Source: an optimization exercise on an open RTL-to-GDS flow (aim: small area). Production flows keep margins and buffers that such runs may drop.
At most, simulation tests tie the RTL to the original design; equivalence was not proved.
No functional check of the RTL was part of runs 2 to 5.

## design/flow/run.sh

```bash
#!/bin/bash
# synth_recipe.tcl (not shown) runs the flow's synth.tcl, then flattens the netlist and writes it again
# the make line also repeats each setting of config.mk as NAME=value (left out here)
make -C /OpenROAD-flow-scripts/flow DESIGN_CONFIG=/design/flow/config.mk WORK_HOME=/design/flow/orfs CLKGATE_MAP_FILE= SYNTH_SCRIPT=/design/flow/synth_recipe.tcl finish
```

## design/flow/config.mk

```make
export PLATFORM = sky130hd
export DESIGN_NAME = datc_gain
export DESIGN_NICKNAME = datc_gain
export VERILOG_FILES = /design/flow/design.v
export SDC_FILE = /design/flow/constraint.sdc
export NUM_CORES = 4
export LEC_CHECK = 0
export CAP_MARGIN = 20
export CORE_MARGIN = 2
export CORE_UTILIZATION = 40
export SLEW_MARGIN = 20
```

## design/flow/constraint.sdc

```tcl
create_clock -name core_clock -period 12.5 [get_ports {clk}]
set_input_delay 2.5000 -clock core_clock [delete_from_list [all_inputs] [get_ports {clk}]]
set_output_delay 2.5000 -clock core_clock [all_outputs]
set_load 0.01 [all_outputs]
```

## design/flow/design.v

```verilog
module datc_gain (
    input  wire        clk,
    input  wire        rst,
    input  wire        ctl_valid,
    input  wire        ctl_vol,        
    input  wire [1:0]  ctl_ch,         
    input  wire [15:0] ctl_arg,
    input  wire        blk_valid,
    output wire        blk_ready,
    input  wire [4:0]  blk_cnt,        
    input  wire [2:0]  blk_fmt,        
    input  wire        in_valid,
    output wire        in_ready,
    input  wire [63:0] in_data,        
    output wire        out_valid,
    input  wire        out_ready,
    output wire [31:0] out_data,
    output wire        out_last
);
    function [25:0] radd25;
        input [24:0] a, b;
        input        ci;
        integer      k;
        reg          cy;
        begin
            cy = ci;
            for (k = 0; k < 25; k = k + 1) begin
                radd25[k] = a[k] ^ b[k] ^ cy;
                cy = (a[k] & b[k]) | (a[k] & cy) | (b[k] & cy);
            end
            radd25[25] = cy;
        end
    endfunction
    reg        mute [0:2];
    reg [15:0] nv   [0:2];
    integer    n;
    wire [25:0] nv_neg = radd25({9'd0, ~ctl_arg}, 25'd0, 1'b1);
    wire [15:0] nv_wr = ctl_arg[15] ? nv_neg[15:0] : 16'd0;    
    always @(posedge clk) begin
        if (rst) begin
            for (n = 0; n < 3; n = n + 1) begin
                mute[n] <= 1'b0;
                nv[n]   <= 16'd0;
            end
        end else if (ctl_valid && ctl_ch != 2'd3) begin
            if (ctl_vol)
                nv[ctl_ch] <= nv_wr;
            else
                mute[ctl_ch] <= ctl_arg[0];
        end
    end
    wire [25:0] m0   = radd25({9'd0, nv[2]}, {9'd0, nv[0]}, 1'b0);
    wire [25:0] m1   = radd25({9'd0, nv[2]}, {9'd0, nv[1]}, 1'b0);
    wire        sil0 = mute[2] | mute[0] | m0[16] | m0[15];
    wire        sil1 = mute[2] | mute[1] | m1[16] | m1[15];
    localparam S_IDLE = 3'd0, S_DB = 3'd1, S_DT = 3'd2, S_WDIV = 3'd3,
               S_FR = 3'd4, S_PAD = 3'd5, S_END = 3'd6;
    reg [2:0]  state;
    reg        ch;                 
    reg [3:0]  i;                  
    reg [1:0]  j;                  
    reg [29:0] M;                  
    reg [1:0]  sil;                
    reg [4:0]  cnt;
    reg [2:0]  fmt;
    reg [30:0] A;                  
    reg [31:0] P;                  
    reg [24:0] G0, G1;             
    reg [24:0] Q0;                 
    reg [3:0]  R0, R1;             
    reg [3:0]  F0, F1;             
    reg        dneg;
    reg [4:0]  dcnt;               
    reg        outv, lastq, sgnq;
    wire [31:0] rom =
        (i == 4'd0) ? 32'd4293036180 :
        (i == 4'd1) ? 32'd4291105936 :
        (i == 4'd2) ? 32'd4287248048 :
        (i == 4'd3) ? 32'd4279542672 :
        (i == 4'd4) ? 32'd4264173444 :
        (i == 4'd5) ? 32'd4233600376 :
        (i == 4'd6) ? 32'd4173110276 :
        (i == 4'd7) ? 32'd4054710588 :
        (i == 4'd8) ? 32'd3827893632 :
        (i == 4'd9) ? 32'd3411613792 :
        (i == 4'd10) ? 32'd2709941160 :
        (i == 4'd11) ? 32'd1709857276 :
        (i == 4'd12) ? 32'd680706444 :
        (i == 4'd13) ? 32'd107884700 :
                       32'd2709940;
    wire [7:0] rom_chunk = (j == 2'd0) ? rom[7:0]   :
                           (j == 2'd1) ? rom[15:8]  :
                           (j == 2'd2) ? rom[23:16] : rom[31:24];
    wire [31:0] cont = (ch & fmt[0]) ? in_data[63:32] : in_data[31:0];
    wire        lj   = fmt[1] & fmt[2];
    wire [1:0]  sb   = j + {1'b0, lj};
    wire [7:0]  byte_sel = (sb == 2'd0) ? cont[7:0]   : (sb == 2'd1) ? cont[15:8] :
                           (sb == 2'd2) ? cont[23:16] : cont[31:24];
    wire        sgn  = !fmt[1] ? cont[15] : fmt[2] ? cont[31] : cont[23];
    wire [7:0]  s_chunk = byte_sel ^ {8{sgn}};    
    wire [1:0]  lastj = fmt[1] ? 2'd2 : 2'd1;
    wire st_db = (state == S_DB);
    wire st_dt = (state == S_DT);
    wire st_fr = (state == S_FR);
    reg  [7:0]  chunk;
    reg  [30:0] X;
    reg  [39:0] Pin;
    always @(*) begin
        chunk = 8'd0;
        X     = A;
        Pin   = 40'd0;
        if (st_db) begin
            chunk = rom_chunk;
            Pin   = (j == 2'd0) ? 40'd0 : {{8{P[31]}}, P};
        end else if (st_dt) begin
            chunk = 8'd4;
            X     = {sil[0] ? 25'd0 : A[30:6], 6'h3F};
            Pin   = ~{7'd0, G0, 8'd0};             
        end else if (st_fr) begin
            chunk = s_chunk;
            X     = {6'd0, G0};
            Pin   = (j == 2'd0) ? (sgn ? {{16{~G0[24]}}, G0[23:0]} : 40'd0)
                                : {{8{P[31]}}, P};
        end
    end
    reg  [39:0] cs_s, cs_c, cs_p, cs_ns, cs_nc;
    integer     r;
    always @(*) begin
        cs_s = Pin;
        cs_c = 40'd0;
        for (r = 0; r < 8; r = r + 1) begin
            cs_p  = ({9'd0, X} & {40{chunk[r]}}) << r;
            cs_ns = cs_s ^ cs_c ^ cs_p;
            cs_nc = ((cs_s & cs_c) | (cs_s & cs_p) | (cs_c & cs_p)) << 1;
            cs_s  = cs_ns;
            cs_c  = cs_nc;
        end
    end
    wire [39:0] S  = cs_s + cs_c;
    wire [31:0] Sh = S[39:8];
    reg bad;
    always @(*) begin
        case (cnt)
            5'd3, 5'd5, 5'd7, 5'd9, 5'd11, 5'd13, 5'd15:
                     bad = (R0 != 4'd0);
            5'd6:    bad = (R0 != 4'd0) && (R0 != 4'd3);
            5'd10:   bad = (R0 != 4'd0) && (R0 != 4'd5);
            5'd12:   bad = (R0 != 4'd0) && (R0 != 4'd3) && (R0 != 4'd6) && (R0 != 4'd9);
            5'd14:   bad = (R0 != 4'd0) && (R0 != 4'd7);
            default: bad = 1'b0;
        endcase
    end
    wire       mb    = ~Q0[24] & bad;
    wire [3:0] cm1   = cnt[3:0] - 4'd1;
    wire       last_fr = ({1'b0, i} + 5'd1 == cnt);
    wire [3:0] F_eff = (i == 4'd0) ? (mb ? cm1 : 4'd0) : F0;
    wire [4:0] fsum  = {1'b0, F_eff} + {1'b0, R0};
    wire       dfirst = (dcnt == 5'd25);
    wire [4:0] dt     = st_fr ? fsum : {dfirst ? 4'd0 : R0, Q0[24]};
    wire [5:0] dsub   = {1'b0, dt} - {1'b0, cnt};
    wire       dge    = ~dsub[5];
    wire [3:0] dsel   = dge ? dsub[3:0] : dt[3:0];
    wire [3:0] F_nxt  = dsel;
    wire       rc     = mb ? ((i == 4'd0) ? 1'b0 : last_fr ? 1'b1 : dge) : dge;
    wire       dq     = (dfirst & dneg) | dge;
    wire [3:0] dR     = (dfirst & dneg) ? cm1 : dsel;
    wire [25:0] G_sum = radd25(G0, Q0, rc);
    wire [24:0] G_nxt = G_sum[24:0];
    wire go      = ~outv | out_ready;
    wire fr_adv  = st_fr & go & in_valid;
    wire fr_done = fr_adv & (j == lastj);
    assign blk_ready = (state == S_IDLE);
    assign in_ready  = st_fr & go & (j == lastj) & ch;
    assign out_valid = outv;
    assign out_last  = lastq;
    wire [23:0] y    = P[23:0] ^ {24{sgnq}};
    assign out_data  = {y[23:8], fmt[1] ? y[7:0] : 8'd0, 8'd0};
    always @(posedge clk) begin
        if (dcnt != 5'd0) begin
            Q0   <= {Q0[23:0], dq};
            R0   <= dR;
            dcnt <= dcnt - 5'd1;
        end
        if (rst) begin
            state <= S_IDLE;
            G0    <= 25'd16777216;
            G1    <= 25'd16777216;
            dcnt  <= 5'd0;
            outv  <= 1'b0;
        end else begin
            if (outv & out_ready)
                outv <= 1'b0;
            case (state)
            S_IDLE: if (blk_valid) begin
                cnt <= blk_cnt;
                fmt <= blk_fmt;
                M   <= {m1[14:0], m0[14:0]};
                sil <= {sil1, sil0};
                A   <= 31'h40000000;
                ch  <= 1'b0;
                i   <= 4'd0;
                j   <= 2'd0;
                state <= (blk_cnt == 5'd0) ? S_PAD : S_DB;
            end
            S_DB: begin
                if (M[0]) begin
                    P <= Sh;
                    j <= j + 2'd1;
                    if (j == 2'd3)
                        A <= Sh[30:0];
                end
                if (!M[0] || j == 2'd3) begin
                    M <= {1'b0, M[29:1]};
                    i <= i + 4'd1;
                    if (i == 4'd14)
                        state <= S_DT;
                end
            end
            S_DT: begin
                if (!ch) begin
                    Q0    <= Sh[24:0];
                    dneg  <= Sh[31];
                    dcnt  <= 5'd25;
                    sil   <= {1'b0, sil[1]};
                    G0    <= G1;
                    G1    <= G0;
                    A     <= 31'h40000000;
                    i     <= 4'd0;
                    j     <= 2'd0;
                    ch    <= 1'b1;
                    state <= S_DB;
                end else if (dcnt == 5'd0) begin
                    A     <= {6'd0, Q0};
                    Q0    <= Sh[24:0];
                    dneg  <= Sh[31];
                    dcnt  <= 5'd25;
                    R1    <= R0;
                    G0    <= G1;
                    G1    <= G0;
                    state <= S_WDIV;
                end
            end
            S_WDIV: if (dcnt == 5'd0) begin
                Q0    <= A[24:0];
                A     <= {6'd0, Q0};
                R0    <= R1;
                R1    <= R0;
                ch    <= 1'b0;
                i     <= 4'd0;
                j     <= 2'd0;
                state <= S_FR;
            end
            S_FR: if (fr_adv) begin
                P <= Sh;
                if (j == lastj) begin
                    outv  <= 1'b1;
                    lastq <= ({i, ch} == 5'd31);
                    sgnq  <= sgn;
                    G1    <= G_nxt;
                    G0    <= G1;
                    Q0    <= A[24:0];
                    A     <= {6'd0, Q0};
                    R0    <= R1;
                    R1    <= R0;
                    F1    <= F_nxt;
                    F0    <= F1;
                    ch    <= ~ch;
                    j     <= 2'd0;
                    if (ch) begin
                        i <= i + 4'd1;
                        if (last_fr)
                            state <= cnt[4] ? S_END : S_PAD;
                    end
                end else begin
                    j <= j + 2'd1;
                end
            end
            S_PAD: if (go) begin
                P     <= 32'd0;
                sgnq  <= 1'b0;
                outv  <= 1'b1;
                lastq <= ({i, ch} == 5'd31);
                {i, ch} <= {i, ch} + 5'd1;
                if ({i, ch} == 5'd31)
                    state <= S_END;
            end
            S_END: if (go)
                state <= S_IDLE;
            default: state <= S_IDLE;
            endcase
        end
    end
endmodule
```

==> results.json, run 1 <==
{
  "grtUsageMet3_pct": 2.45,
  "synth_edf_count": 176,
  "crit_type": "flip-flop to flip-flop",
  "violations": "setup timing",
  "hpwlAfterDp_mm": 53.6,
  "grt_use_met2_pct": 38.5,
  "slew_headroom_pct": 28.4,
  "grt_pass1_wl_mm": 115,
  "drive_gt1_share_pct": 8.95,
  "cts_tree": "yes",
  "min_path_cells": 0,
  "met1_usage_pct": 31.6,
  "clkTransAtPathRegs_ps": 60,
  "antenna_found_initial": 0,
  "die_h_um": 252,
  "synth_area_um2": 24600,
  "pin_count": 133,
  "die_area_um2": 63500,
  "reg2regPathDepth": 51,
  "ant_nets": 0,
  "row_count": 90,
  "ctsHtreeMaxLevel": 1,
  "core_um2": 60600,
  "drc": 0,
  "period_share_pct": 104,
  "tightest_slew_ps": 1070,
  "num_antenna_cells": 0,
  "hold_viol": 0,
  "clock_latency_ps": 580,
  "slowest_delay_ps": 510,
  "syn_area_per_cell_um2": 9.30,
  "area_growth_syn_to_layout_pct": 14.3,
  "dr.first_iter.drc_count": 1473,
  "fmax_ghz": 0.0767,
  "critical_path_required_ps": 12960,
  "whs_ps": 418,
  "layout_common_cells": "nand2_1 (502), fa_1 (243), inv_1 (207)",
  "asyncSetResetFlopFracSynth_pct": 0,
  "drt-total-wl_mm": 72.4,
  "drv_cap": 0,
  "crit_fanout": 3,
  "synth_cell_types": 88,
  "nFillCells": 5715,
  "worstPathArrival_ps": 13510,
  "path_buf_inv": 3,
  "grt-ovfl-total": 0,
  "syn_inst": 2643,
  "critPathLaunchType": "flip-flop",
  "grtUsageTotal_pct": 22.7,
  "min_period_ps": 13050,
  "io_buffers": 124,
  "end_kind": "flip-flop",
  "tns_ps": -821,
  "grt_pass1_vias": 20100,
  "rsz0062_at_grt": "yes",
  "cp_common_cell": "fa_2",
  "clock_sink_count": 264,
  "cts-root-buf": "clkbuf_16",
  "setup_viol_count_final": 2,
  "place.gp.congestion": 0.884,
  "synth-warning-count": 1,
  "skew_ps": 13.6,
  "hp-class": "flip-flop to flip-flop",
  "cts_made_buffers": 31,
  "path_delay_family": "adder cells",
  "first_pass_iters": 6,
  "ys_seq_area_share_pct": 28.7,
  "vias": 20000,
  "grt_max_degree": 81,
  "cts_buffer_depth": 3,
  "synth-seq-cells": 264,
  "start_util_pct": 40.6,
  "wl_per_cell_um": 20.5,
  "cp.depth": 51,
  "final_common_cell": "nand2_1",
  "slew_viol_final": 0,
  "die_x_um": 252,
  "viasPerCell": 5.67,
  "slowest_stage": "or4_1",
  "status": "complete, but fails checks",
  "nNetsFinal": 3195,
  "synth_top_flop_cell": "edfxtp_1",
  "setup_ws_ps": -546,
  "grt-busiest-layer": "met2"
}
[registers in the layout, indices dropped and copies added (netlist names), 2 cells and up]
register  count
fmt           3
dcnt          5
mute          3
sil           2
M            30
A            31
Q0           25
F1            4
nv           48
i             4
j             2
R0            4
G1           25
cnt           5
F0            4
G0           25
P            32
state         3
R1            4
[worst register-to-register path: cells and delay by family (launching register included)]
family	cells	cell delay (ps)
adders and majority gates	28	9380
AOI/OAI and AO/OA	11	1600
and+or+nand+nor	7	1090
DFF	1	370
xor gates and xnor gates	2	270
buffers and inverters	3	220
[worst paths after layout]
check,slack (ps),from,to
setup / recovery,-550,cnt[1],G1[24]
hold / removal,420,F1[0],F0[0]
setup reg to reg,-550,cnt[1],G1[24]
hold reg to reg,420,F1[0],F0[0]
[stage by stage]
stage / setup slack, ps / std cells / util, % / area [µm²]
final: -546 / 3532 / 46.4 / 28100
after global routing: -1000 / 3532 / 46.4 / 28100
after CTS: -492 / 3529 / 46.3 / 28000
after detailed placement: -514 / 3468 / 44.5 / 26900
after global placement: -471 / 3468 / 44.5 / 26900
after floorplan: -386 / 2650 / - / 24700
[synthesized netlist by cell type, drive strengths merged, types with 9 or more instances]
cell type,count,area (µm²)
edfxtp,176,5290
and2,26,163
a21oi,139,699
a22o,25,219
o211ai,11,82.6
nor2,198,751
and3,12,75.1
nor3b,9,67.6
ha,105,1310
o21bai,9,67.6
clkbuf,134,504
o31ai,10,75.1
nand2,504,1900
inv,211,792
o22ai,43,269
a222oi,17,170
fa,267,5350
nor2b,58,363
a21o,34,255
a22oi,29,218
nor3,23,115
dfxtp,88,1760
o21ai,88,452
mux2i,19,190
o211a,13,130
nand2b,19,119
xnor2,42,368
o21a,23,173
a311oi,28,245
xor2,35,307
mux4,16,360
o22a,9,78.8
a221oi,10,87.6
a31oi,22,138
nand3,18,90.1
buf,39,218
a211oi,16,140
[logic make-up after synthesis]
| family | share of synthesized area (%) |
|---|---|
| AO/OA/AOI/OAI | 16.7 |
| XOR/XNOR | 2.74 |
| adder cells (fa/ha/maj) | 27.1 |
| buffers and inverters | 6.19 |
| flip-flops | 28.7 |
| multiplexers | 2.33 |
| other | 0.0153 |
| AND/OR/NAND/NOR | 16.3 |
[layout make-up]
| class | count | area (µm²) | area share [%] |
|---|---|---|---|
| multi-input combinational | 2000 | 16300 | 58.0 |
| sequential | 264 | 7050 | 25.1 |
| timing repair buffer | 216 | 1940 | 6.90 |
| tap | 782 | 978 | 3.48 |
| clock buffer | 49 | 975 | 3.47 |
| inverter | 213 | 800 | 2.85 |
| clock inverter | 8 | 73.8 | 0.263 |
[timing repair]
| action | 4_1_cts | 5_1_grt |
|---|---|---|
| endpoints found under the setup margin | 2 | 4 |
| buffers inserted | 4 | 3 |
| pin swaps | 4 | 6 |
| hold buffers | 0 | 0 |
| gates resized for setup | 2 | 7 |
[per-layer routing]
metal  part of all wire [%]  vias to the layer above
met1                     44                    10000
met5                      0                        -
li1                       -                     9248
met3                    6.4                       81
met2                     48                      668
met4                    1.6                        0
==> inputs of run 2 (changes only) <==
--- a/design/flow/design.v
+++ b/design/flow/design.v
@@ -17,25 +17,10 @@
     output wire [31:0] out_data,
     output wire        out_last
 );
-    function [25:0] radd25;
-        input [24:0] a, b;
-        input        ci;
-        integer      k;
-        reg          cy;
-        begin
-            cy = ci;
-            for (k = 0; k < 25; k = k + 1) begin
-                radd25[k] = a[k] ^ b[k] ^ cy;
-                cy = (a[k] & b[k]) | (a[k] & cy) | (b[k] & cy);
-            end
-            radd25[25] = cy;
-        end
-    endfunction
     reg        mute [0:2];
     reg [15:0] nv   [0:2];
     integer    n;
-    wire [25:0] nv_neg = radd25({9'd0, ~ctl_arg}, 25'd0, 1'b1);
-    wire [15:0] nv_wr = ctl_arg[15] ? nv_neg[15:0] : 16'd0;    
+    wire [15:0] nv_wr = ctl_arg[15] ? (~ctl_arg + 16'd1) : 16'd0;    
     always @(posedge clk) begin
         if (rst) begin
             for (n = 0; n < 3; n = n + 1) begin
@@ -49,8 +34,8 @@
                 mute[ctl_ch] <= ctl_arg[0];
         end
     end
-    wire [25:0] m0   = radd25({9'd0, nv[2]}, {9'd0, nv[0]}, 1'b0);
-    wire [25:0] m1   = radd25({9'd0, nv[2]}, {9'd0, nv[1]}, 1'b0);
+    wire [16:0] m0   = {1'b0, nv[2]} + {1'b0, nv[0]};
+    wire [16:0] m1   = {1'b0, nv[2]} + {1'b0, nv[1]};
     wire        sil0 = mute[2] | mute[0] | m0[16] | m0[15];
     wire        sil1 = mute[2] | mute[1] | m1[16] | m1[15];
     localparam S_IDLE = 3'd0, S_DB = 3'd1, S_DT = 3'd2, S_WDIV = 3'd3,
@@ -152,20 +137,19 @@
     end
     wire       mb    = ~Q0[24] & bad;
     wire [3:0] cm1   = cnt[3:0] - 4'd1;
-    wire       last_fr = ({1'b0, i} + 5'd1 == cnt);
     wire [3:0] F_eff = (i == 4'd0) ? (mb ? cm1 : 4'd0) : F0;
     wire [4:0] fsum  = {1'b0, F_eff} + {1'b0, R0};
+    wire       nat   = fsum >= cnt;
+    wire [4:0] fdif  = fsum - cnt;
+    wire [3:0] F_nxt = nat ? fdif[3:0] : fsum[3:0];
+    wire       rc    = mb ? ((i == 4'd0) ? 1'b0 : (i == cm1) ? 1'b1 : nat) : nat;
+    wire [24:0] G_nxt = G0 + Q0 + {24'd0, rc};
     wire       dfirst = (dcnt == 5'd25);
-    wire [4:0] dt     = st_fr ? fsum : {dfirst ? 4'd0 : R0, Q0[24]};
-    wire [5:0] dsub   = {1'b0, dt} - {1'b0, cnt};
-    wire       dge    = ~dsub[5];
-    wire [3:0] dsel   = dge ? dsub[3:0] : dt[3:0];
-    wire [3:0] F_nxt  = dsel;
-    wire       rc     = mb ? ((i == 4'd0) ? 1'b0 : last_fr ? 1'b1 : dge) : dge;
+    wire [4:0] dt     = {dfirst ? 4'd0 : R0, Q0[24]};
+    wire       dge    = dt >= cnt;
+    wire [4:0] ddif   = dt - cnt;
     wire       dq     = (dfirst & dneg) | dge;
-    wire [3:0] dR     = (dfirst & dneg) ? cm1 : dsel;
-    wire [25:0] G_sum = radd25(G0, Q0, rc);
-    wire [24:0] G_nxt = G_sum[24:0];
+    wire [3:0] dR     = (dfirst & dneg) ? cm1 : dge ? ddif[3:0] : dt[3:0];
     wire go      = ~outv | out_ready;
     wire fr_adv  = st_fr & go & in_valid;
     wire fr_done = fr_adv & (j == lastj);
@@ -268,7 +252,7 @@
                     j     <= 2'd0;
                     if (ch) begin
                         i <= i + 4'd1;
-                        if (last_fr)
+                        if ({1'b0, i} + 5'd1 == cnt)
                             state <= cnt[4] ? S_END : S_PAD;
                     end
                 end else begin
==> results.json, run 2 <==
{
  "ff2ff_setup_slack_ps": 1720,
  "post_cts.repair.setup_buffers": 0,
  "dr.first_iter.drc_count": 1754,
  "post_cts_resize_count": 0,
  "period_share_pct": 91.0,
  "setup_viol_count_final": 0,
  "layout_common_cells": "nand2_1 (395), nor2_1 (271), inv_1 (242)",
  "cts-root-buf": "clkbuf_16",
  "clock_latency_ps": 620,
  "drive_gt1_share_pct": 5.29,
  "synth-seq-cells": 264,
  "post-place-cells": 3784,
  "reg2regPathDepth": 33,
  "synth_top_flop_cell": "edfxtp_1",
  "synth_area_um2": 25900,
  "core_um2": 64200,
  "grtUsageTotal_pct": 23.6,
  "syn_area_per_cell_um2": 8.83,
  "grt_pass1_wl_mm": 125,
  "rsz0062_at_grt": "no",
  "drt-total-wl_mm": 79.1,
  "grt-ovfl-total": 0,
  "final_cells": 3842,
  "die_h_um": 258,
  "crit_type": "primary input to flip-flop",
  "synthTopCellsByCount": "nand2_1 (395), nor2_1 (276), inv_1 (242), fa_1 (218), a21oi_1 (197)",
  "place.gp.congestion": 0.959,
  "asyncSetResetFlopFracSynth_pct": 0,
  "yosysMostFrequentCell": "nand2_1",
  "viasPerCell": 5.72,
  "slew_headroom_pct": 28.1,
  "largest_registers": "nv: 48 flops, P: 32 flops, A: 31 flops",
  "io_buffers": 124,
  "hp-class": "flip-flop to flip-flop",
  "tightest_slew_ps": 1070,
  "pin_count": 133,
  "grt_pass1_vias": 22100,
  "cp_common_cell": "fa_1",
  "die_area_um2": 66700,
  "largest_reg_flops": 48,
  "top_register": "nv",
  "cts_made_buffers": 31,
  "synth_top_area_share_pct": 20.4,
  "r2r-end": "A[30]",
  "tns_ps": 0,
  "syn_inst": 2927,
  "start_util_pct": 40.3,
  "crit_fanout": 21,
  "critical_path_required_ps": 12800,
  "drv_cap": 0,
  "nFillCells": 6291,
  "nNetsFinal": 3426,
  "end_kind": "flip-flop",
  "cts_buffer_depth": 3,
  "first_pass_iters": 8,
  "skew_ps": 43.8,
  "synth-warning-count": 1,
  "hpwlAfterDp_mm": 60.1,
  "worstHoldStart": "F1[1]",
  "fmax_ghz": 0.0879,
  "critPathLaunchType": "primary input",
  "r2r-start": "state[1]",
  "ant_nets": 0,
  "num_antenna_cells": 0,
  "ctsHtreeMaxLevel": 1,
  "die_x_um": 258,
  "grt_max_degree": 84,
  "antenna_found_initial": 0,
  "slew_viol_final": 0,
  "slowest_stage": "fa_1",
  "row_count": 93,
  "ys_seq_area_share_pct": 27.3,
  "area_growth_syn_to_layout_pct": 11.9,
  "wl_per_cell_um": 20.6,
  "status": "finished clean",
  "clkTransAtPathRegs_ps": 70,
  "final_common_cell": "nand2_1",
  "synth_top_area_cell": "edfxtp_1",
  "worstPathArrival_ps": 11670,
  "vias": 22000,
  "cp-startpoint": "in_data[55]",
  "cts_tree": "yes",
  "drc": 0,
  "synthTopCellsByArea": "edfxtp_1 (20%), fa_1 (17%), ha_1 (7.2%)",
  "synth_cell_types": 86,
  "min_period_ps": 11370,
  "slowest_delay_ps": 510,
  "synth_edf_count": 176,
  "critPathCapture": "A[30]",
  "clock_sink_count": 264,
  "hold_viol": 0,
  "hold_buffers": 0
}
-- run 2: cell families after synthesis --
group	Yosys count	share of synthesized area, %
and+or+nand+nor	964	16.8
other	1	0.0145
xor gates and xnor gates	128	4.34
buffers and inverters	423	6.36
AOI/OAI and AO/OA	742	18.9
muxes	38	2.25
adders and majority gates	367	24.1
DFF	264	27.3
-- run 2: final cells by class --
type	instances	area (µm²)	area share, %
inverter	245	920	3.18
sequential	264	7050	24.4
tap	855	1070	3.70
clock buffer	45	900	3.11
timing repair buffer	173	1600	5.54
clock inverter	13	85.1	0.294
multi-input combinational	2247	17300	59.8
-- run 2: through the flow --
step / hold slack [ps] / instance area (µm²) / utilization [%] / setup slack [ps]
after floorplan: 400 / 25900 / - / 2170
after global placement: 402 / 27900 / 43.5 / 792
after detailed placement: 407 / 27900 / 43.5 / 665
after CTS: 423 / 28900 / 45.0 / 1230
after global routing: 430 / 28900 / 45.0 / 637
final: 421 / 28900 / 45.0 / 1130
-- run 2: per-layer routing --
layer / GRT usage (%) / vias to the layer above / wire length, µm
met1: 32.2 / 10900 / 35000
met4: 5.80 / 0 / 1950
li1: - / 10300 / -
met3: 3.54 / 118 / 4960
met2: 39.3 / 719 / 37200
met5: 0 / - / 0
-- run 2: worst min-delay path by stage --
stage            end  slack, ps  cells after the start
2_1_floorplan  F0[0]        400                      0
3_5_place_dp   F0[1]        410                      0
3_3_place_gp   F0[1]        400                      0
5_1_grt        F0[2]        430                      0
6_report       F0[1]        420                      0
4_1_cts        F0[1]        420                      0
-- run 2: worst max-delay path: cells and delay by family --
family	cells	cell delay [ps]
xor+xnor	2	350
compound gates	13	3010
buf+inv	7	1490
fa+ha+maj	9	3890
simple gates	3	430
==> inputs of run 3 (changes only) <==
--- a/design/flow/config.mk
+++ b/design/flow/config.mk
@@ -5,7 +5,9 @@
 export SDC_FILE = /design/flow/constraint.sdc
 export NUM_CORES = 4
 export LEC_CHECK = 0
-export CAP_MARGIN = 20
+export CAP_MARGIN = 5
 export CORE_MARGIN = 2
 export CORE_UTILIZATION = 40
-export SLEW_MARGIN = 20
+export CTS_BUF_LIST = sky130_fd_sc_hd__clkbuf_4 sky130_fd_sc_hd__clkbuf_8
+export CTS_CLUSTER_SIZE = 40
+export SLEW_MARGIN = 5
==> results.json, run 3 <==
{
  "grt-ovfl-total": 0,
  "largest_registers": "nv: 48 flops, P: 32 flops, A: 31 flops",
  "hold_buffers": 0,
  "num_antenna_cells": 0,
  "synth_top_area_cell": "edfxtp_1",
  "start_util_pct": 40.3,
  "dr.first_iter.drc_count": 1731,
  "cp.depth": 34,
  "core_um2": 64200,
  "syn_area_per_cell_um2": 8.83,
  "layout_common_cells": "nand2_1 (395), nor2_1 (271), inv_1 (242)",
  "rsz0062_at_grt": "no",
  "reg2regPathDepth": 33,
  "multi_input_area_um2": 17300,
  "path_buf_inv": 7,
  "wl_per_cell_um": 20.5,
  "place_area_um2": 27900,
  "worstPathArrival_ps": 11710,
  "place.gp.congestion": 0.959,
  "first_pass_iters": 6,
  "cts-root-buf": "clkbuf_8",
  "area_growth_syn_to_layout_pct": 11.9,
  "die_area_um2": 66700,
  "top_layer_used": "met4",
  "drv_cap": 0,
  "slowest_stage": "fa_1",
  "crit_type": "primary input to flip-flop",
  "nNetsFinal": 3442,
  "skew_ps": 59.4,
  "post_cts.repair.setup_buffers": 0,
  "grt_max_degree": 84,
  "yosysMostFrequentCell": "nand2_1",
  "slowest_delay_ps": 510,
  "synth_area_um2": 25900,
  "slew_viol_final": 0,
  "grtUsageTotal_pct": 23.7,
  "top_register": "nv",
  "syn_inst": 2927,
  "synth_top_area_share_pct": 20.4,
  "nFillCells": 6284,
  "setup_viol_count_final": 0,
  "cts_buffer_depth": 3,
  "synth_top_flop_cell": "edfxtp_1",
  "routed-wl-met3_mm": 5.66,
  "tightest_slew_ps": 1130,
  "row_count": 93,
  "hpwlAfterDp_mm": 60.1,
  "fmax_ghz": 0.0878,
  "synth_edf_count": 176,
  "status": "finished clean",
  "asyncSetResetFlopFracSynth_pct": 0,
  "whs_ps": 419,
  "min_period_ps": 11400,
  "drive_gt1_share_pct": 6.20,
  "fin_util_pct": 45.0,
  "cp_common_cell": "fa_1",
  "synthTopCellsByCount": "nand2_1 (395), nor2_1 (276), inv_1 (242), fa_1 (218), a21oi_1 (197)",
  "antenna_found_initial": 0,
  "post_cts_resize_count": 0,
  "drt-total-wl_mm": 79.3,
  "die_h_um": 258,
  "ys_seq_area_share_pct": 27.3,
  "final_common_cell": "nand2_1",
  "wl_met2_mm": 37.0,
  "hp-class": "flip-flop to flip-flop",
  "min_path_cells": 0,
  "synthTopCellsByArea": "edfxtp_1 (20%), fa_1 (17%), ha_1 (7.2%)",
  "ctsHtreeMaxLevel": 2,
  "critPathLaunchType": "primary input",
  "met1_length_mm": 34.6,
  "io_buffers": 124,
  "tns_ps": 0,
  "synth-warning-count": 1,
  "cts_tree": "yes",
  "cts_made_buffers": 47,
  "ant_nets": 0,
  "clkTransAtPathRegs_ps": 60,
  "grt_pass1_wl_mm": 125,
  "ff_latch_area_um2": 7050,
  "hold_viol": 0,
  "pin_count": 133,
  "end_kind": "flip-flop",
  "synth-seq-cells": 264,
  "vias": 22000,
  "drc": 0,
  "clock_latency_ps": 660,
  "critical_path_required_ps": 12820,
  "grt_pass1_vias": 22200,
  "period_share_pct": 91.2,
  "viasPerCell": 5.69,
  "clock_sink_count": 264,
  "finalInstanceArea_um2": 28900,
  "die_x_um": 258,
  "largest_reg_flops": 48,
  "slew_headroom_pct": 23.6,
  "synth_cell_types": 86,
  "crit_fanout": 21,
  "path_delay_family": "adder cells"
}
run 3: layout make-up:
type / count / share of cell area [%]
repair buffers: 173 / 5.55
well taps: 855 / 3.70
flip-flops and latches: 264 / 24.4
clock buffers: 69 / 2.98
inverters: 245 / 3.18
multi-input cells: 2247 / 59.8
clock inverters: 18 / 0.437
run 3: cell families (layout without fill, tap and decap cells):
kind of cell               Yosys count  in the layout  share of synthesized area [%]
xor gates and xnor gates           128            128                           4.34
and+or+nand+nor                    964            964                           16.8
DFF                                264            264                           27.3
AOI/OAI and AO/OA                  742            742                           18.9
muxes                               38             38                           2.25
adders and majority gates          367            367                           24.1
buffers and inverters              423            505                           6.36
other                                1              8                         0.0145
run 3: through the flow:
step / setup slack (ps) / std cells
after floorplan: 2170 / 2934
after global placement: 792 / 3784
after detailed placement: 665 / 3784
after CTS: 1270 / 3871
after global routing: 677 / 3871
final: 1100 / 3871
run 3: metal layers:
metal	up-vias	global-route usage [%]
li1	10300	-
met4	0	6.57
met2	768	39.0
met1	10900	32.2
met3	125	4.24
met5	-	0
run 3: final timing paths:
kind	from	to	slack, ps
worst max-delay path	in_data[55]	A[30]	1100
worst min-delay path	F1[1]	F0[1]	420
worst max register to register	state[2]	A[30]	1710
worst min register to register	F1[1]	F0[1]	420
run 3: worst reg2reg max path, delay by kind of cell (launching register included):
kind                       cells  cell delay [ps]
DFF                            1              870
AOI/OAI and AO/OA             12             2760
and+or+nand+nor                4             1540
xor gates and xnor gates       1              220
adders and majority gates     10             4010
buffers and inverters          6             1060
==> inputs of run 4 (changes only) <==
--- a/design/flow/design.v
+++ b/design/flow/design.v
@@ -18,26 +18,27 @@
     output wire        out_last
 );
     reg        mute [0:2];
-    reg [15:0] nv   [0:2];
+    reg [15:0] vol  [0:2];
     integer    n;
-    wire [15:0] nv_wr = ctl_arg[15] ? (~ctl_arg + 16'd1) : 16'd0;    
     always @(posedge clk) begin
         if (rst) begin
             for (n = 0; n < 3; n = n + 1) begin
                 mute[n] <= 1'b0;
-                nv[n]   <= 16'd0;
+                vol[n]  <= 16'd0;
             end
         end else if (ctl_valid && ctl_ch != 2'd3) begin
             if (ctl_vol)
-                nv[ctl_ch] <= nv_wr;
+                vol[ctl_ch] <= ctl_arg[15] ? ctl_arg : 16'd0;    
             else
                 mute[ctl_ch] <= ctl_arg[0];
         end
     end
-    wire [16:0] m0   = {1'b0, nv[2]} + {1'b0, nv[0]};
-    wire [16:0] m1   = {1'b0, nv[2]} + {1'b0, nv[1]};
-    wire        sil0 = mute[2] | mute[0] | m0[16] | m0[15];
-    wire        sil1 = mute[2] | mute[1] | m1[16] | m1[15];
+    wire signed [16:0] att0 = $signed({vol[2][15], vol[2]}) + $signed({vol[0][15], vol[0]});
+    wire signed [16:0] att1 = $signed({vol[2][15], vol[2]}) + $signed({vol[1][15], vol[1]});
+    wire        sil0 = mute[2] | mute[0] | (att0 <= -17'sd32768);
+    wire        sil1 = mute[2] | mute[1] | (att1 <= -17'sd32768);
+    wire [16:0] natt0 = -att0;
+    wire [16:0] natt1 = -att1;
     localparam S_IDLE = 3'd0, S_DB = 3'd1, S_DT = 3'd2, S_WDIV = 3'd3,
                S_FR = 3'd4, S_PAD = 3'd5, S_END = 3'd6;
     reg [2:0]  state;
@@ -57,32 +58,35 @@
     reg        dneg;
     reg [4:0]  dcnt;               
     reg        outv, lastq, sgnq;
-    wire [31:0] rom =
-        (i == 4'd0) ? 32'd4293036180 :
-        (i == 4'd1) ? 32'd4291105936 :
-        (i == 4'd2) ? 32'd4287248048 :
-        (i == 4'd3) ? 32'd4279542672 :
-        (i == 4'd4) ? 32'd4264173444 :
-        (i == 4'd5) ? 32'd4233600376 :
-        (i == 4'd6) ? 32'd4173110276 :
-        (i == 4'd7) ? 32'd4054710588 :
-        (i == 4'd8) ? 32'd3827893632 :
-        (i == 4'd9) ? 32'd3411613792 :
-        (i == 4'd10) ? 32'd2709941160 :
-        (i == 4'd11) ? 32'd1709857276 :
-        (i == 4'd12) ? 32'd680706444 :
-        (i == 4'd13) ? 32'd107884700 :
-                       32'd2709940;
+    reg [31:0] rom;
+    always @(*) begin
+        case (i)
+            4'd0:    rom = 32'd4293036180;
+            4'd1:    rom = 32'd4291105936;
+            4'd2:    rom = 32'd4287248048;
+            4'd3:    rom = 32'd4279542672;
+            4'd4:    rom = 32'd4264173444;
+            4'd5:    rom = 32'd4233600376;
+            4'd6:    rom = 32'd4173110276;
+            4'd7:    rom = 32'd4054710588;
+            4'd8:    rom = 32'd3827893632;
+            4'd9:    rom = 32'd3411613792;
+            4'd10:   rom = 32'd2709941160;
+            4'd11:   rom = 32'd1709857276;
+            4'd12:   rom = 32'd680706444;
+            4'd13:   rom = 32'd107884700;
+            default: rom = 32'd2709940;
+        endcase
+    end
     wire [7:0] rom_chunk = (j == 2'd0) ? rom[7:0]   :
                            (j == 2'd1) ? rom[15:8]  :
                            (j == 2'd2) ? rom[23:16] : rom[31:24];
     wire [31:0] cont = (ch & fmt[0]) ? in_data[63:32] : in_data[31:0];
-    wire        lj   = fmt[1] & fmt[2];
-    wire [1:0]  sb   = j + {1'b0, lj};
-    wire [7:0]  byte_sel = (sb == 2'd0) ? cont[7:0]   : (sb == 2'd1) ? cont[15:8] :
-                           (sb == 2'd2) ? cont[23:16] : cont[31:24];
-    wire        sgn  = !fmt[1] ? cont[15] : fmt[2] ? cont[31] : cont[23];
-    wire [7:0]  s_chunk = byte_sel ^ {8{sgn}};    
+    wire [23:0] s24  = !fmt[1] ? {{8{cont[15]}}, cont[15:0]} :
+                       fmt[2]  ? cont[31:8] : cont[23:0];
+    wire        sgn  = s24[23];
+    wire [23:0] u    = s24 ^ {24{sgn}};           
+    wire [7:0]  s_chunk = (j == 2'd0) ? u[7:0] : (j == 2'd1) ? u[15:8] : u[23:16];
     wire [1:0]  lastj = fmt[1] ? 2'd2 : 2'd1;
     wire st_db = (state == S_DB);
     wire st_dt = (state == S_DT);
@@ -108,20 +112,7 @@
                                 : {{8{P[31]}}, P};
         end
     end
-    reg  [39:0] cs_s, cs_c, cs_p, cs_ns, cs_nc;
-    integer     r;
-    always @(*) begin
-        cs_s = Pin;
-        cs_c = 40'd0;
-        for (r = 0; r < 8; r = r + 1) begin
-            cs_p  = ({9'd0, X} & {40{chunk[r]}}) << r;
-            cs_ns = cs_s ^ cs_c ^ cs_p;
-            cs_nc = ((cs_s & cs_c) | (cs_s & cs_p) | (cs_c & cs_p)) << 1;
-            cs_s  = cs_ns;
-            cs_c  = cs_nc;
-        end
-    end
-    wire [39:0] S  = cs_s + cs_c;
+    wire [39:0] S  = Pin + chunk * X;
     wire [31:0] Sh = S[39:8];
     reg bad;
     always @(*) begin
@@ -178,7 +169,7 @@
             S_IDLE: if (blk_valid) begin
                 cnt <= blk_cnt;
                 fmt <= blk_fmt;
-                M   <= {m1[14:0], m0[14:0]};
+                M   <= {natt1[14:0], natt0[14:0]};
                 sil <= {sil1, sil0};
                 A   <= 31'h40000000;
                 ch  <= 1'b0;
==> design/flow/config.mk (replaced) <==
export PLATFORM = sky130hd
export DESIGN_NAME = datc_gain
export DESIGN_NICKNAME = datc_gain
export VERILOG_FILES = /design/flow/design.v
export SDC_FILE = /design/flow/constraint.sdc
export NUM_CORES = 4
export LEC_CHECK = 0
export CAP_MARGIN = 20
export CORE_MARGIN = 2
export CORE_UTILIZATION = 40
export SLEW_MARGIN = 20
==> results.json, run 4 <==
{
  "ys_seq_area_share_pct": 27.6,
  "wl_met2_mm": 40.9,
  "io_buffers": 124,
  "drv_cap": 0,
  "syn_inst": 3169,
  "pin_count": 133,
  "synth_area_um2": 27700,
  "clock_latency_ps": 570,
  "top_register": "vol",
  "r2r-end": "P[23]",
  "synth-seq-cells": 294,
  "routed-wl-met3_mm": 5.37,
  "place.gp.congestion": 0.937,
  "hold_viol": 0,
  "worstHoldStart": "F1[3]",
  "critical_path_required_ps": 12920,
  "met1_length_mm": 34.9,
  "min_path_cells": 0,
  "final_common_cell": "nor2_1",
  "grt_pass1_vias": 23100,
  "antenna_found_initial": 1,
  "asyncSetResetFlopFracSynth_pct": 0,
  "synth_edf_count": 176,
  "slew_viol_final": 0,
  "reg2regPathDepth": 23,
  "post_cts_resize_count": 0,
  "drive_gt1_share_pct": 6.38,
  "synthTopCellsByArea": "edfxtp_1 (19%), fa_1 (16%), dfxtp_1 (8.5%)",
  "tns_ps": 0,
  "layout_common_cells": "nor2_1 (419), nand2_1 (312), inv_1 (292)",
  "synth_cell_types": 87,
  "die_area_um2": 71300,
  "min_period_ps": 10190,
  "setup_viol_count_final": 0,
  "critPathLaunchType": "primary input",
  "holdPathEnd": "F0[3]",
  "area_growth_syn_to_layout_pct": 12.6,
  "ant_nets": 0,
  "synth_top_area_cell": "edfxtp_1",
  "num_antenna_cells": 0,
  "row_count": 96,
  "hold_buffers": 0,
  "largest_reg_flops": 48,
  "whs_ps": 420,
  "vias": 23200,
  "post_cts.repair.setup_buffers": 0,
  "drc": 0,
  "skew_ps": 26.8,
  "status": "finished clean",
  "slew_headroom_pct": 26.3,
  "grt_max_degree": 65,
  "largest_registers": "vol: 48 flops, P: 32 flops, A: 31 flops",
  "synth_top_flop_cell": "edfxtp_1",
  "synth-warning-count": 1,
  "core_um2": 68600,
  "period_share_pct": 81.5,
  "top_layer_used": "met4",
  "die_h_um": 267,
  "ctsHtreeMaxLevel": 2,
  "yosysMostFrequentCell": "nor2_1",
  "r2r-start": "fmt[2]",
  "worstPathArrival_ps": 10600,
  "syn_area_per_cell_um2": 8.74,
  "synth_top_area_share_pct": 19.1,
  "ff2ff_setup_slack_ps": 3370,
  "hpwlAfterDp_mm": 65.4,
  "hp-class": "flip-flop to flip-flop",
  "tightest_slew_ps": 1110,
  "grt-ovfl-total": 0,
  "dr.first_iter.drc_count": 1967,
  "grt_pass1_wl_mm": 132,
  "wl_per_cell_um": 20.4,
  "die_x_um": 267,
  "cts_made_buffers": 36,
  "rsz0062_at_grt": "no",
  "clock_sink_count": 294,
  "cts-root-buf": "clkbuf_16",
  "cts_tree": "yes",
  "end_kind": "flip-flop",
  "start_util_pct": 40.4,
  "fmax_ghz": 0.0981,
  "crit_fanout": 19,
  "grtUsageTotal_pct": 24.0,
  "nNetsFinal": 3683,
  "first_pass_iters": 6,
  "cts_buffer_depth": 3,
  "synthTopCellsByCount": "nor2_1 (421), nand2_1 (313), inv_1 (292), a21oi_1 (231), fa_1 (217)",
  "crit_type": "primary input to flip-flop",
  "drt-total-wl_mm": 85.2,
  "clkTransAtPathRegs_ps": 60,
  "viasPerCell": 5.56
}
[run 4: cell types whose count changed in the layout (fill, tap and decap cells not counted), sizes merged, moves of 18 or more]
cell | before | now
nand3 | 35 | 54
a21oi | 198 | 232
nor3 | 39 | 57
dfxtp | 88 | 118
clkbuf | 69 | 47
a222oi | 20 | 0
a22oi | 37 | 57
nor2 | 276 | 422
nor2b | 54 | 20
nand2 | 396 | 313
o22ai | 50 | 16
inv | 246 | 295
[run 4: area by class of cell]
class                           instances  area [µm²]
Fill cell                            6700       37400
Multi-Input combinational cell       2408       18300
Sequential cell                       294        7650
Timing Repair Buffer                  182        1670
Tap cell                              931        1160
Inverter                              294        1100
Clock buffer                           46        1000
Clock inverter                         20         258
[run 4: cell families (layout without fill, tap and decap cells)]
group	Yosys count	count (layout)	share of synthesized area, %
multiplexers	64	64	3.45
flip-flops	294	294	27.6
XOR/XNOR	147	147	4.65
other	1	8	0.0135
AO/OA/AOI/OAI	781	781	18.5
adder cells (fa/ha/maj)	370	370	22.6
buffers and inverters	474	542	6.59
AND/OR/NAND/NOR	1038	1038	16.6
[run 4: worst max path at each step]
stage / to / start / slack [ps] / cells past startpoint
final: P[23] / in_data[23] / 2310 / 24
after global routing: A[23] / in_data[23] / 1850 / 24
after CTS: A[23] / in_data[23] / 2420 / 24
after detailed placement: A[23] / in_data[23] / 1830 / 24
after global placement: A[30] / in_data[23] / 2070 / 24
after floorplan: A[23] / in_data[31] / 3280 / 28
[run 4: critical path, cell delays in order]
cell and delay (ps):
clkdlybuf4s50_1 490, mux2i_1 90, mux4_2 810, xnor2_1 240, a221oi_1 280, a211oi_1 110, a21oi_2 810, nor2_1 170
fa_1 600, fa_1 430, fa_1 500, inv_1 50, fa_1 470, inv_1 40, ha_1 440, and3_1 330
nand2_1 80, nor3_1 220, nand2_1 120, o21ai_0 720, o21ai_0 270, a21boi_0 290, mux2_2 380, a21oi_1 140
[run 4: routing by layer]
metal  track usage (%)  up-vias
met5                 0        -
met4              11.0        0
met3              3.38      185
met2              41.0      852
met1              30.1    11200
li1                  -    11000
[run 4: through the flow]
stage / setup WS, ps / area [µm²] / cells / util, %
detailed placement: 1830 / 29900 / 4108 / 43.6
finish: 2310 / 31200 / 4175 / 45.4
CTS: 2420 / 31200 / 4174 / 45.4
global route: 1850 / 31200 / 4175 / 45.4
floorplan: 3280 / 27700 / 3176 / -
global placement: 2070 / 29900 / 4108 / 43.6
==> inputs of run 5 (changes only) <==
--- a/design/flow/config.mk
+++ b/design/flow/config.mk
@@ -5,6 +5,7 @@
 export SDC_FILE = /design/flow/constraint.sdc
 export NUM_CORES = 4
 export LEC_CHECK = 0
+export ABC_AREA = 1
 export CAP_MARGIN = 20
 export CORE_MARGIN = 2
 export CORE_UTILIZATION = 40
==> results.json, run 5 <==
{
  "tightest_slew_ps": 1170,
  "antenna_found_initial": 0,
  "area_growth_syn_to_layout_pct": 10.8,
  "slew_headroom_pct": 21.8,
  "status": "finished clean",
  "critPathLaunchType": "primary input",
  "synthTopCellsByCount": "nand2_1 (760), inv_1 (611), nor2_1 (465), a21oi_1 (274), o21ai_0 (271)",
  "cts_made_buffers": 34,
  "post_cts_resize_count": 0,
  "slowest_stage": "clkinv_1",
  "synth-warning-count": 1,
  "largest_registers": "vol: 48 flops, P: 32 flops, A: 31 flops",
  "syn_area_per_cell_um2": 7.45,
  "first_pass_iters": 6,
  "syn_inst": 3896,
  "synth_top_area_share_pct": 18.2,
  "hpwlAfterDp_mm": 73.1,
  "finalInstanceArea_um2": 32200,
  "drv_cap": 0,
  "cts_tree": "yes",
  "grt_pass1_wl_mm": 146,
  "grtUsageTotal_pct": 24.7,
  "hold_buffers": 0,
  "pin_count": 133,
  "critical_path_required_ps": 12790,
  "worstPathArrival_ps": 10040,
  "ys_seq_area_share_pct": 26.3,
  "clkTransAtPathRegs_ps": 70,
  "io_buffers": 124,
  "wl_per_cell_um": 18.9,
  "start_util_pct": 40.5,
  "row_count": 98,
  "place_area_um2": 31100,
  "synth_top_area_cell": "edfxtp_1",
  "asyncSetResetFlopFracSynth_pct": 0,
  "clock_latency_ps": 540,
  "drt-total-wl_mm": 92.8,
  "rsz0062_at_grt": "no",
  "synth_top_flop_cell": "edfxtp_1",
  "cts-root-buf": "clkbuf_16",
  "yosysMostFrequentCell": "nand2_1",
  "final_common_cell": "nand2_1",
  "crit_fanout": 27,
  "slew_viol_final": 0,
  "synth_edf_count": 176,
  "post_cts.repair.setup_buffers": 0,
  "top_register": "vol",
  "synth_area_um2": 29000,
  "period_share_pct": 78.0,
  "vias": 26400,
  "core_um2": 71700,
  "grt-ovfl-total": 0,
  "num_antenna_cells": 0,
  "drc": 0,
  "end_kind": "flip-flop",
  "drive_gt1_share_pct": 4.47,
  "synth_cell_types": 74,
  "crit_type": "primary input to flip-flop",
  "nNetsFinal": 4403,
  "skew_ps": 31.4,
  "synth-seq-cells": 294,
  "setup_viol_count_final": 0,
  "synthTopCellsByArea": "edfxtp_1 (18%), fa_1 (15%), nand2_1 (9.8%)",
  "hp-class": "flip-flop to flip-flop",
  "cp_common_cell": "nand2_1",
  "place.gp.congestion": 0.938,
  "die_x_um": 273,
  "clock_sink_count": 294,
  "ff2ff_setup_slack_ps": 3870,
  "cts_buffer_depth": 3,
  "die_area_um2": 74800,
  "ant_nets": 0,
  "hold_viol": 0,
  "grt_pass1_vias": 25600,
  "dr.first_iter.drc_count": 2499,
  "grt_max_degree": 82,
  "fmax_ghz": 0.103,
  "viasPerCell": 5.37,
  "whs_ps": 418,
  "layout_common_cells": "nand2_1 (759), inv_1 (610), nor2_1 (462)",
  "ctsHtreeMaxLevel": 2,
  "largest_reg_flops": 48,
  "path_delay_family": "adder cells",
  "nFillCells": 7411,
  "fin_util_pct": 44.9,
  "die_h_um": 273,
  "slowest_delay_ps": 720,
  "min_period_ps": 9740,
  "tns_ps": 0,
  "path_buf_inv": 9
}
==> run 5: per-stage QoR <==
| stage | worst slack (ps) | std cells |
|---|---|---|
| detailed placement | 2170 | 4850 |
| global placement | 2280 | 4850 |
| CTS | 2710 | 4912 |
| finish | 2760 | 4912 |
| floorplan | 4690 | 3903 |
| global route | 2080 | 4912 |
==> run 5: cell families (layout without fill, tap and decap cells) <==
group,Yosys count,in the layout,share of synthesized area (%)
other,1,8,0.0129
AND/OR/NAND/NOR,1499,1499,21.2
multiplexers,1,1,0.0345
flip-flops,294,294,26.3
buffers and inverters,785,844,10.6
adder cells (fa/ha/maj),370,370,21.5
AO/OA/AOI/OAI,841,841,17.0
XOR/XNOR,105,105,3.27
==> run 5: worst paths after layout <==
kind / startpoint / end / cells past startpoint
setup reg to reg: ch / A[30] / 33
hold / removal: F1[3] / F0[3] / 0
hold reg to reg: F1[3] / F0[3] / 0
setup / recovery: in_data[55] / A[30] / 34
==> run 5: cell type report <==
cell class	instances	area, µm²	area share (%)
Clock inverter	22	195	0.607
Inverter	628	2360	7.33
Timing Repair Buffer	154	1470	4.56
Sequential cell	294	7650	23.8
Clock buffer	40	925	2.87
Multi-Input combinational cell	2824	18400	57.2
Tap cell	950	1190	3.69
==> run 5: per-layer routing <==
metal / routed length (µm) / global-route usage (%)
met5: 0 / 0
met4: 2780 / 7.28
met3: 5160 / 2.02
met2: 42400 / 40.5
met1: 42500 / 34.8

==> port drivers added, routing unchanged <==
The flow's constraints put no driver on any port. The routed layouts listed below were extracted and timed again, unchanged, in two steps.
Step 1 assumes that a clkbuf_16 drives the clock port and a buf_2 every other input.
Step 2 times the ports against the registers' clock, not the clock port: input delays grow and output delays shrink by t, the midpoint of the rising clock arrivals with the driver on.
Three values: ideal ports, drivers, drivers and shift; two values: the first two.
run | shift t [ns] | setup WS [ns] | worst hold slack (ns) | worst setup path at the end | worst slew at a driven data input, ns
run 1 | 0.623 | -0.546 / -0.546 / -0.546 | 0.418 / 0.418 / 0.418 | register to register | 0.06
run 2 | 0.655 | 1.126 / 1.156 / 0.501 | 0.421 / 0.421 / 0.421 | input to register | 0.08
run 3 | 0.681 | 1.105 / 1.136 / 0.455 | 0.419 / 0.419 / 0.419 | input to register | 0.08
run 4 | 0.617 | 2.311 / 2.281 / 1.664 | 0.420 / 0.420 / 0.420 | input to register | 0.09
run 5 | 0.578 | 2.756 / 2.784 / 2.206 | 0.418 / 0.418 / 0.418 | input to register | 0.06
For run 3, which loses most, drivers alone change the setup slack by +0.031 ns; drivers and shift together by -0.650 ns.
